What follows belongs to an exercise in optimizing a design on an open flow for small area, a short achievable clock period and few clock cycles per item; a production flow would make more cautious choices.
Function was checked by simulation only, so behaviour that the tests miss may differ from the original.
Power and IR drop assume default switching activity.

$ cat design/flow/design.v
module poseidon_rc_gen #(
    parameter NMAX       = 256,
    parameter RC_DEPTH   = 65535,
    parameter FIELD_TYPE = 2'b01,
    parameter SBOX_TYPE  = 4'b0000
) (
    input  wire            clk,
    input  wire            rst,
    input  wire            cmd_valid,
    output wire            cmd_ready,
    input  wire [2:0]      cmd_op,
    input  wire [11:0]     n,
    input  wire [11:0]     t,
    input  wire [9:0]      rf,
    input  wire [9:0]      rp,
    input  wire [NMAX-1:0] p,
    output reg             out_valid,
    input  wire            out_ready,
    output reg  [NMAX-1:0] out_data,
    output reg  [15:0]     out_idx,
    output wire [79:0]     lfsr,
    output wire [15:0]     idx,
    output reg             rcv,
    output reg             fault,
    output reg  [3:0]      fault_cause
);
    localparam OP_LINIT = 3'd0;
    localparam OP_ADVR  = 3'd1;
    localparam OP_ADVF  = 3'd2;
    localparam OP_GENC  = 3'd3;
    localparam OP_GENT  = 3'd4;
    localparam CAUSE_ILLEGAL_CMD = 4'd1;
    localparam CAUSE_GEN_PARAM   = 4'd4;
    localparam ST_IDLE = 3'd0;
    localparam ST_DEC  = 3'd1;    
    localparam ST_MUL  = 3'd2;    
    localparam ST_INIT = 3'd3;    
    localparam ST_FILT = 3'd4;    
    localparam ST_GEN  = 3'd5;    
    localparam ST_RW   = 3'd6;    
    localparam K   = 40;          
    localparam NS  = K / 2;       
    localparam GS  = 4;           
    localparam NG  = NS / GS;
    localparam M   = 16;          
    localparam LM  = 4;           
    localparam NCH = NMAX / M;    
    localparam LC  = 4;           
    localparam BW  = M + NS;      
    localparam YW  = 2 * M + NS;
    localparam LW  = 7;           
    localparam CMP_EQ = 2'd0;
    localparam CMP_LT = 2'd1;
    localparam CMP_GT = 2'd2;
    reg [2:0]      state;
    reg            rdy_r;
    reg [79:0]     s;
    reg [15:0]     idx_r;
    reg [2:0]      op_s;
    reg [11:0]     n_s;
    reg [11:0]     t_s;
    reg [9:0]      rf_s;
    reg [9:0]      rp_s;
    reg [NMAX-1:0] p_s;
    reg [15:0]     remaining;     
    reg            ovf;
    reg [3:0]      mcnt;
    reg [7:0]      init_cnt;
    reg            then_gen;
    reg            found;
    reg [5:0]      woff;          
    reg            fc;            
    reg [8:0]      need;          
    reg            at_bnd;        
    reg [1:0]      gpend;         
    reg [6:0]      rwc;           
    reg [BW-1:0]   bld;           
    reg [LW-1:0]   lvl;
    reg [LC-1:0]   cc;            
    reg [1:0]      cmpst;
    assign cmd_ready = rdy_r;
    assign lfsr      = s;
    assign idx       = idx_r;
    reg [K+79:0] ext;
    reg [79:0]   s_advk, s_adv1;
    integer ei;
    always @* begin
        for (ei = 0; ei < 80; ei = ei + 1)
            ext[ei] = s[79-ei];
        for (ei = 80; ei < K + 80; ei = ei + 1)
            ext[ei] = ext[ei-80] ^ ext[ei-67] ^ ext[ei-57] ^ ext[ei-42] ^ ext[ei-29] ^ ext[ei-18];
        for (ei = 0; ei < 80; ei = ei + 1)
            s_advk[79-ei] = ext[K+ei];
        s_adv1  = {s[78:0], s[79] ^ s[66] ^ s[56] ^ s[41] ^ s[28] ^ s[17]};
    end
    wire [79:0] seed = {FIELD_TYPE[1:0], SBOX_TYPE[3:0], n_s, t_s, rf_s, rp_s, {30{1'b1}}};
    reg [K-1:0] wb;
    reg [K-1:0] pc, pv, nc, nv;
    reg [K-1:0] fm;               
    reg         f_end;
    integer pi, pl;
    always @* begin
        for (pi = 0; pi < K; pi = pi + 1)
            wb[pi] = s[78-pi];
        pc = ~wb;
        pv = wb;
        for (pl = 0; pl < 6; pl = pl + 1) begin
            nc = pc;
            nv = pv;
            for (pi = 0; pi < K; pi = pi + 1)
                if (pi >= (1 << pl)) begin
                    nc[pi] = pc[pi] | pc[pi-(1<<pl)];
                    nv[pi] = pc[pi] ? pv[pi] : (pv[pi] ^ pv[pi-(1<<pl)]);
                end
            pc = nc;
            pv = nv;
        end
        fm[0] = fc;
        for (pi = 1; pi < K; pi = pi + 1)
            fm[pi] = pc[pi-1] ? pv[pi-1] : (fc ^ pv[pi-1]);
        f_end = pc[K-1] ? pv[K-1] : (fc ^ pv[K-1]);
    end
    reg [NS-1:0] av, sd, slo;
    reg [5:0]    gofs;
    reg [5:0]    ctot;
    reg [5:0]    need_c;
    reg          bnd;
    reg [5:0]    ctake;
    reg [NS-1:0] comp;
    reg [NS-1:0] comp_m;
    reg [NS-1:0] bsel;
    reg [5:0]    bslot;
    reg          blo;
    reg [6:0]    rem_g;
    reg [2:0]    lc;
    reg [GS-1:0] glv;
    integer sj, gg, gs;
    always @* begin
        for (sj = 0; sj < NS; sj = sj + 1) begin
            av[sj]  = (fm[2*sj] | fm[2*sj+1]) && (sj >= woff);
            sd[sj]  = fm[2*sj] ? wb[2*sj] : wb[2*sj+1];
            slo[sj] = fm[2*sj];
        end
        need_c = (need > 9'd63) ? 6'd63 : need[5:0];
        comp = {NS{1'b0}};
        bsel = {NS{1'b0}};
        ctot = 6'd0;
        for (gg = 0; gg < NG; gg = gg + 1) begin
            lc  = 3'd0;
            glv = {GS{1'b0}};
            gofs = ctot;
            rem_g = {1'b0, need_c} - {1'b0, gofs};
            for (gs = 0; gs < GS; gs = gs + 1)
                if (av[gg*GS+gs]) begin
                    glv[lc] = sd[gg*GS+gs];
                    if (rem_g == {4'd0, lc} + 7'd1)
                        bsel[gg*GS+gs] = 1'b1;
                    lc = lc + 3'd1;
                end
            ctot = ctot + {3'd0, lc};
            comp = comp | ({{(NS-GS){1'b0}}, glv} << gofs);
        end
        bnd   = (ctot >= need_c);
        ctake = bnd ? need_c : ctot;
        for (sj = 0; sj < NS; sj = sj + 1)
            comp_m[sj] = comp[sj] && (sj < need_c);
        bslot = 6'd0;
        blo   = 1'b0;
        for (sj = 0; sj < NS; sj = sj + 1)
            if (bsel[sj]) begin
                bslot = sj;
                blo   = slo[sj];
            end
    end
    wire        n_ok    = (n_s != 12'd0) && (n_s <= NMAX);
    wire        p_ok    = (p_s != {NMAX{1'b0}});
    wire [11:0] n_up    = n_s + (M - 1);
    wire [LC:0] nchunks = n_up[LM+LC:LM];
    wire [LC:0] zch     = NCH - nchunks;
    wire [LM-1:0] pad   = (~n_s[LM-1:0]) + 1'b1;
    wire        in_gen   = (state == ST_GEN);
    wire        out_free = !out_valid || out_ready;
    wire        zc       = ({1'b0, cc} < zch);
    wire        have     = zc || (lvl >= M);
    wire        xfer     = in_gen && have && out_free;
    wire        bdrain   = xfer && !zc;
    wire        go_on  = ((gpend == 2'd0) && (remaining != 16'd0)) ||
                           ((gpend == 2'd1) && (remaining >= 16'd2));
    wire        gen_done = in_gen && at_bnd && (gpend == 2'd0) && (remaining == 16'd0);
    wire        room     = (lvl < M) || (bdrain && (lvl < 2 * M));
    wire        proceed  = in_gen && (!at_bnd || go_on) && room;
    reg [M-1:0] ch;
    integer ci;
    always @* begin
        for (ci = 0; ci < M; ci = ci + 1)
            ch[M-1-ci] = zc ? 1'b0 : bld[ci];
    end
    wire [M-1:0] pch   = p_s[(NCH - 1 - cc) * M +: M];
    wire         c_lt  = ch < pch;
    wire         c_gt  = ch > pch;
    wire [1:0]   cmp_n = (cmpst != CMP_EQ) ? cmpst : c_lt ? CMP_LT : c_gt ? CMP_GT : CMP_EQ;
    wire         last  = (cc == NCH - 1);
    wire         verdict = xfer && last;
    wire         accept  = verdict && (cmp_n == CMP_LT);
    wire [YW-1:0] ins = proceed ? ({{(YW-NS){1'b0}}, comp_m} << lvl[LM:0]) : {YW{1'b0}};
    wire [YW-1:0] y   = {{(YW-BW){1'b0}}, bld} | ins;
    wire [LW-1:0] lvl_n = lvl - (bdrain ? M : 0)
                        + (proceed ? ({1'b0, ctake} + (bnd ? {{(LW-LM){1'b0}}, pad} : {LW{1'b0}})) : {LW{1'b0}});
    wire [22:0] mul_add = {remaining, 1'b0} + (t_s[mcnt] ? ({1'b0, rf_s} + {1'b0, rp_s}) : 11'd0);
    wire        mul_ovf = ovf || (mul_add[22:16] != 7'd0);
    reg [2:0] nstate;
    always @(posedge clk) begin
        if (rdy_r) begin
            op_s <= cmd_op;
            n_s  <= n;
            t_s  <= t;
            rf_s <= rf;
            rp_s <= rp;
            p_s  <= p;
        end
    end
    always @(posedge clk) begin
        if (rst) begin
            state       <= ST_IDLE;
            rdy_r       <= 1'b1;
            s           <= 80'd0;
            idx_r       <= 16'd0;
            rcv         <= 1'b0;
            fault       <= 1'b0;
            fault_cause <= 4'd0;
            out_valid   <= 1'b0;
            bld         <= {BW{1'b0}};
        end else begin
            nstate = state;
            if (out_valid && out_ready)
                out_valid <= 1'b0;
            case (state)
            ST_IDLE: begin
                if (cmd_valid)
                    nstate = ST_DEC;
            end
            ST_DEC: begin
                nstate = ST_IDLE;
                case (op_s)
                OP_LINIT: begin
                    s        <= seed;
                    init_cnt <= 8'd160;
                    idx_r    <= 16'd0;
                    rcv      <= 1'b0;
                    then_gen <= 1'b0;
                    nstate    = ST_INIT;
                end
                OP_ADVR: begin
                    s <= s_adv1;
                end
                OP_ADVF: begin
                    found  <= 1'b0;
                    nstate  = ST_FILT;
                end
                OP_GENC: begin
                    if (!n_ok || !p_ok || idx_r >= RC_DEPTH) begin
                        fault <= 1'b1;
                        if (!fault) fault_cause <= CAUSE_GEN_PARAM;
                    end else begin
                        remaining <= 16'd1;
                        rcv       <= 1'b0;
                        woff      <= 6'd0;
                        fc        <= 1'b0;
                        need      <= n_s[8:0];
                        at_bnd    <= 1'b0;
                        gpend     <= 2'd0;
                        bld       <= {BW{1'b0}};
                        lvl       <= {{(LW-LM){1'b0}}, pad};
                        cc        <= {LC{1'b0}};
                        cmpst     <= CMP_EQ;
                        nstate     = ST_GEN;
                    end
                end
                OP_GENT: begin
                    if (!n_ok || !p_ok) begin
                        fault <= 1'b1;
                        if (!fault) fault_cause <= CAUSE_GEN_PARAM;
                    end else begin
                        remaining <= 16'd0;
                        ovf       <= 1'b0;
                        mcnt      <= 4'd11;
                        nstate     = ST_MUL;
                    end
                end
                default: begin
                    fault <= 1'b1;
                    if (!fault) fault_cause <= CAUSE_ILLEGAL_CMD;
                end
                endcase
            end
            ST_MUL: begin
                remaining <= mul_add[15:0];
                ovf       <= mul_ovf;
                mcnt      <= mcnt - 4'd1;
                if (mcnt == 4'd0) begin
                    if (mul_ovf) begin
                        fault <= 1'b1;
                        if (!fault) fault_cause <= CAUSE_GEN_PARAM;
                        nstate = ST_IDLE;
                    end else begin
                        s        <= seed;
                        init_cnt <= 8'd160;
                        idx_r    <= 16'd0;
                        rcv      <= 1'b0;
                        then_gen <= 1'b1;
                        nstate    = ST_INIT;
                    end
                end
            end
            ST_INIT: begin
                if (init_cnt >= K) begin
                    s        <= s_advk;
                    init_cnt <= init_cnt - K;
                end else begin
                    s        <= s_adv1;
                    init_cnt <= init_cnt - 8'd1;
                end
                if (init_cnt == K || init_cnt == 8'd1) begin
                    if (!then_gen) begin
                        nstate = ST_IDLE;
                    end else if (remaining == 16'd0) begin
                        rcv    <= 1'b1;
                        nstate  = ST_IDLE;
                    end else begin
                        woff   <= 6'd0;
                        fc     <= 1'b0;
                        need   <= n_s[8:0];
                        at_bnd <= 1'b0;
                        gpend  <= 2'd0;
                        bld    <= {BW{1'b0}};
                        lvl    <= {{(LW-LM){1'b0}}, pad};
                        cc     <= {LC{1'b0}};
                        cmpst  <= CMP_EQ;
                        nstate  = ST_GEN;
                    end
                end
            end
            ST_FILT: begin
                s <= s_adv1;
                if (!found) begin
                    if (s_adv1[79])
                        found <= 1'b1;
                end else begin
                    found  <= 1'b0;
                    nstate  = ST_IDLE;
                end
            end
            ST_GEN: begin
                if (xfer) begin
                    out_data <= {out_data[NMAX-M-1:0], ch};
                    if (last) begin
                        cc    <= {LC{1'b0}};
                        cmpst <= CMP_EQ;
                    end else begin
                        cc    <= cc + 1'b1;
                        cmpst <= cmp_n;
                    end
                end
                if (accept) begin
                    out_valid <= 1'b1;
                    out_idx   <= idx_r;
                    idx_r     <= idx_r + 16'd1;
                    remaining <= remaining - 16'd1;
                end
                gpend <= gpend + ((proceed && bnd) ? 2'd1 : 2'd0) - (verdict ? 2'd1 : 2'd0);
                bld   <= bdrain ? y[M +: BW] : y[0 +: BW];
                lvl   <= lvl_n;
                if (proceed) begin
                    if (bnd) begin
                        woff   <= bslot + 6'd1;
                        need   <= n_s[8:0];
                        at_bnd <= 1'b1;
                        rwc    <= {bslot, 1'b0} + (blo ? 7'd1 : 7'd2);
                    end else begin
                        s      <= s_advk;
                        woff   <= 6'd0;
                        fc     <= f_end;
                        need   <= need - {3'd0, ctot};
                        at_bnd <= 1'b0;
                    end
                end
                if (gen_done) begin
                    if (op_s == OP_GENT)
                        rcv <= 1'b1;
                    nstate = ST_RW;
                end
            end
            ST_RW: begin
                s   <= s_adv1;
                rwc <= rwc - 7'd1;
                if (rwc == 7'd1)
                    nstate = ST_IDLE;
            end
            default: nstate = ST_IDLE;
            endcase
            state <= nstate;
            rdy_r <= (nstate == ST_IDLE);
        end
    end
endmodule
$ cat design/flow/constraint.sdc
create_clock -name core_clock -period 10.0 [get_ports {clk}]
set_input_delay 2.0000 -clock core_clock [delete_from_list [all_inputs] [get_ports {clk}]]
set_output_delay 2.0000 -clock core_clock [all_outputs]
set_load 0.01 [all_outputs]
$ cat design/flow/run.sh
#!/bin/bash
# synth_recipe.tcl (not shown) runs the flow's synth.tcl, then flattens the netlist and writes it again
# the make line also repeats each setting of config.mk as NAME=value (left out here)
make -C /OpenROAD-flow-scripts/flow DESIGN_CONFIG=/design/flow/config.mk WORK_HOME=/design/flow/orfs CLKGATE_MAP_FILE= SYNTH_SCRIPT=/design/flow/synth_recipe.tcl finish
$ cat design/flow/config.mk
export PLATFORM = sky130hd
export DESIGN_NAME = poseidon_rc_gen
export DESIGN_NICKNAME = poseidon_rc_gen
export VERILOG_FILES = /design/flow/design.v
export SDC_FILE = /design/flow/constraint.sdc
export NUM_CORES = 4
export LEC_CHECK = 0
export CAP_MARGIN = 20
export CORE_MARGIN = 2
export CORE_UTILIZATION = 40
export SLEW_MARGIN = 20
==> Flow_metrics.wiki <==
{| class="wikitable"
! Metric !! Value
|-
| Fin Clk Skew || 0.0424 ns
|-
| Cell with the largest stage delay on the worst path || sky130_fd_sc_hd__fa_2
|-
| Post-synth ARST share || 0
|-
| Transition at the pin with the smallest max-transition slack || 1.12 ns
|-
| CTS Buffer Depth || 3
|-
| Leak pwr || 20.2 nW
|-
| Overall Global Routing Usage || 0.303
|-
| Clock tree root driver cell || sky130_fd_sc_hd__clkbuf_16
|-
| Wire length of the first global-routing pass || 262000 um
|-
| DRC || 0
|-
| Die Wd || 342 um
|-
| Total half-perimeter wirelength after legalization and detailed placement || 143000 um
|-
| Hold WC Path Type || register to register
|-
| Chip height || between 300 and 400 um
|-
| Core utilization of the finished layout || 0.513
|-
| Reg clk slew, reported paths || 0.06 ns
|-
| Total power || a little under 9 mW
|-
| Distinct cells, synth || 120
|-
| Routed wire length per instance || 27.9 um
|-
| Endpoints failing setup || 0
|-
| Count of input and output buffers || 682
|-
| Synth Register Bits || 788
|-
| Sinks on Clock Net || 788
|-
| Power density of the placed cells || approximately 150 nW/um^2
|-
| Core outline area || 113000 um^2
|-
| Syn nets || around 4800
|-
| Vias in the first global route || 37800
|-
| Later-pin clock latency in the skew report || 0.70 ns
|-
| Share of the clock period used by the worst path || 0.953
|-
| H-tree depth || 3
|-
| Number of standard cells after synthesis || 4291
|-
| Total standard cell area after synthesis || approximately 46000 um^2
|-
| Number of pins with negative max-slew slack in the final report || 0
|-
| Delay of the slowest cell on the worst path || 0.61 ns
|-
| Number of nets at the end of the flow || 5481
|-
| Critical path data required time || 10.40 ns
|-
| Most frequent CP cell || sky130_fd_sc_hd__ha_1
|-
| Result of the run || no timing/DRC/antenna violations
|-
| Number of cells traversed by the worst hold path || 0
|-
| Maximum number of pins on one net before global-route repair || approximately 200
|-
| TNS Setup || 0 ns
|-
| Ports placed on the boundary || slightly below 700
|-
| Number of antenna violations at the first check in global routing || 16
|-
| Number of flops mapped to enable cells by yosys || 645
|-
| CTS buffer count || 87
|-
| Count of warnings emitted by yosys || 1
|-
| Post-synthesis average cell area || between 10 and 15 um^2
|-
| Die footprint || 117000 um^2
|-
| Cts hold-fix bufs || 0
|-
| Number of endpoints with negative hold slack in the final report || 0
|-
| Detailed router's first-iteration violation count || 4779
|-
| Number of nets with antenna violations after routing || 0
|-
| Main flop type after synthesis || sky130_fd_sc_hd__edfxtp_1
|-
| Max-cap violations || 0
|-
| R2R cell count || 36
|-
| Crit path time final || between 9 and 10 ns
|-
| Detailed-route wire length || 184000 um
|-
| Via count || ~40000
|-
| Sequential area share after synthesis || 0.488
|-
| Detailed-routing iteration count for the pre-antenna-repair pass || 6
|-
| Initial Utilization || 0.404
|-
| Slew headroom || 0.254
|-
| Category of the most critical setup path || register to register
|-
| Rows || 123
|-
| Worst slack at placement || 0.189 ns
|-
| IR drop worst, VDD || between 150 and 200 uV
|-
| Remaining global-route overflow || 0
|-
| RD Place Congestion || 0.961
|-
| Arrival time of data at the critical path endpoint || approximately 9.9 ns
|-
| Top fanout value on the critical path || 6
|-
| Setup crit end kind || register
|-
| Final Worst Setup Slack || 0.467 ns
|-
| Fraction of layout instances using a drive strength above 1 || 0.103
|-
| Crit start category || register
|-
| Worst hold slack || 0.429 ns
|-
| TritonCTS clock tree || built
|-
| Synthesis-to-finish area growth || 26.8%
|-
| Via density per instance || about 6
|-
| Highest Clock Rate || about 100 MHz
|}
==> layout by cell type (no fill, tap or decap), types with 42 or more instances in the layout <==
cell type and count:
sky130_fd_sc_hd__xnor2_1 238, sky130_fd_sc_hd__o21ai_0 150, sky130_fd_sc_hd__mux4_2 85, sky130_fd_sc_hd__o211ai_1 48, sky130_fd_sc_hd__a21oi_1 242, sky130_fd_sc_hd__nor2_1 382, sky130_fd_sc_hd__a221oi_1 50, sky130_fd_sc_hd__clkdlybuf4s50_1 681
sky130_fd_sc_hd__nand3_1 105, sky130_fd_sc_hd__and2_1 50, sky130_fd_sc_hd__ha_1 143, sky130_fd_sc_hd__nand2b_1 57, sky130_fd_sc_hd__a21o_1 42, sky130_fd_sc_hd__nand2_1 356, sky130_fd_sc_hd__clkbuf_16 87, sky130_fd_sc_hd__dfxtp_1 139
sky130_fd_sc_hd__inv_1 160, sky130_fd_sc_hd__edfxtp_1 645, sky130_fd_sc_hd__buf_4 179, sky130_fd_sc_hd__nor4_1 93, sky130_fd_sc_hd__nand4_1 77, sky130_fd_sc_hd__o221ai_1 49, sky130_fd_sc_hd__nor3_1 122, sky130_fd_sc_hd__xor2_1 81
sky130_fd_sc_hd__a211oi_1 74
==> state kept, by name (all words and copies together) (netlist names), 4 cells and up <==
| signal | count |
|---|---|
| rp_s | 10 |
| init_cnt | 8 |
| bld | 36 |
| mcnt | 4 |
| rf_s | 10 |
| woff | 6 |
| idx_r | 16 |
| t_s | 12 |
| out_data | 256 |
| remaining | 16 |
| out_idx | 16 |
| cc | 4 |
| rwc | 7 |
| s | 80 |
| need | 9 |
| fault_cause | 4 |
| n_s | 12 |
| p_s | 256 |
| lvl | 7 |
==> metal layers <==
metal,vias to the layer above,wire length [um],global-route usage
met3,368,16000,0.0587
met1,19200,73500,0.398
li1,17800,-,-
met5,-,124,0
met2,2135,86800,0.496
met4,20,7550,0.116
==> per-stage QoR <==
step                      instances  cell area, um^2
after global routing           6586            57800
after CTS                      6574            57700
final                          6589            57800
after detailed placement       6415            54800
after global placement         6415            54800
after floorplan                4291            45700
==> power by group <==
part	switching [mW]	internal (mW)
logic	0.918	0.678
registers	0.253	3.76
clock network	1.39	1.85
total	2.57	6.29
==> cells in the mapped netlist (29+ instances only) <==
| master | instances | share of area |
|---|---|---|
| sky130_fd_sc_hd__a221oi_1 | 50 | 0.0096 |
| sky130_fd_sc_hd__nor3_1 | 125 | 0.014 |
| sky130_fd_sc_hd__mux4_2 | 85 | 0.042 |
| sky130_fd_sc_hd__o21ai_0 | 155 | 0.017 |
| sky130_fd_sc_hd__nor4_1 | 93 | 0.013 |
| sky130_fd_sc_hd__a21o_1 | 42 | 0.0069 |
| sky130_fd_sc_hd__o211ai_1 | 48 | 0.0079 |
| sky130_fd_sc_hd__mux2i_1 | 30 | 0.0066 |
| sky130_fd_sc_hd__dfxtp_1 | 143 | 0.063 |
| sky130_fd_sc_hd__nor2_1 | 383 | 0.032 |
| sky130_fd_sc_hd__xnor2_1 | 240 | 0.046 |
| sky130_fd_sc_hd__o221ai_1 | 49 | 0.0094 |
| sky130_fd_sc_hd__ha_1 | 143 | 0.039 |
| sky130_fd_sc_hd__edfxtp_1 | 645 | 0.42 |
| sky130_fd_sc_hd__nand4_1 | 77 | 0.011 |
| sky130_fd_sc_hd__o22ai_1 | 34 | 0.0047 |
| sky130_fd_sc_hd__o31ai_1 | 29 | 0.0048 |
| sky130_fd_sc_hd__a31oi_1 | 35 | 0.0048 |
| sky130_fd_sc_hd__nor2b_1 | 33 | 0.0045 |
| sky130_fd_sc_hd__a211oi_1 | 75 | 0.012 |
| sky130_fd_sc_hd__and2_1 | 50 | 0.0069 |
| sky130_fd_sc_hd__nand2b_1 | 57 | 0.0078 |
| sky130_fd_sc_hd__a21oi_1 | 248 | 0.027 |
| sky130_fd_sc_hd__clkbuf_1 | 177 | 0.015 |
| sky130_fd_sc_hd__xor2_1 | 83 | 0.016 |
| sky130_fd_sc_hd__and3_1 | 30 | 0.0041 |
| sky130_fd_sc_hd__nand2_1 | 357 | 0.029 |
| sky130_fd_sc_hd__inv_1 | 161 | 0.013 |
| sky130_fd_sc_hd__nand3_1 | 106 | 0.012 |
==> critical path, delay by kind of cell (launching register included) <==
family	cells	cell delay (ns)
adders and majority gates	11	4.64
AOI/OAI and AO/OA	10	1.77
and+or+nand+nor	6	1.32
xor gates and xnor gates	4	0.66
DFF	1	0.38
buffers and inverters	4	0.27
muxes	1	0.20
==> path summary, 6_finish.rpt <==
| kind | from | end | slack [ns] |
|---|---|---|---|
| hold reg to reg | out_data[128] | out_data[144] | 0.43 |
| setup / recovery | woff[5] | lvl[6] | 0.47 |
| hold / removal | out_data[128] | out_data[144] | 0.43 |
| setup reg to reg | woff[5] | lvl[6] | 0.47 |
==> layout make-up <==
cell class / instances / area [um^2]
clock buffer: 128 / 2420
timing repair buffer: 866 / 8250
tap: 1500 / 1880
inverter: 169 / 634
fill: 10200 / 55000
multi-input combinational: 3101 / 22000
antenna: 6 / 15.0
sequential: 788 / 22200
clock inverter: 31 / 417
==> cells by family (layout without fill, tap and decap cells) <==
family,count (synthesis),in the layout,share of synthesized area
AO/OA/AOI/OAI,1063,1064,0.164
XOR/XNOR,323,323,0.0620
adder cells (fa/ha/maj),163,163,0.0476
buffers and inverters,403,1194,0.0346
flip-flops,788,788,0.488
multiplexers,128,128,0.0524
other,1,7,0.0000822
AND/OR/NAND/NOR,1422,1422,0.152
==> what timing repair did <==
action,4_1_cts,5_1_grt
hold endpoints to repair,0,0
buffers inserted,0,7
gates resized for setup,0,19
endpoints found under the setup margin,0,3
Testbench counts, summed over its fixed seeds: cycles 33,243, items 1,075.

re-timing with driven ports:
Ports are ideal in the flow. The routed layout listed here was re-timed in OpenROAD. Step 1 assumes that a clkbuf_16 drives the clock port and a buf_2 every other input. Step 2, shift: input delay + t, output delay - t, t = (earliest + latest rising clock arrival at the registers) / 2. This alone moves slack from input paths to output paths. Three values: no drivers, after step 1, after step 2; two values: the first two.
t, ns: 0.756
setup slack, ns: 0.467 / 0.467 / 0.467
hold slack, ns: 0.429 / 0.429 / 0.429
worst register clock-pin slew, ns: 0.08 / 0.08
After both steps setup and hold are still met in this run. For this run, drivers alone change the setup slack by 0.000 ns; drivers and shift together by 0.000 ns.
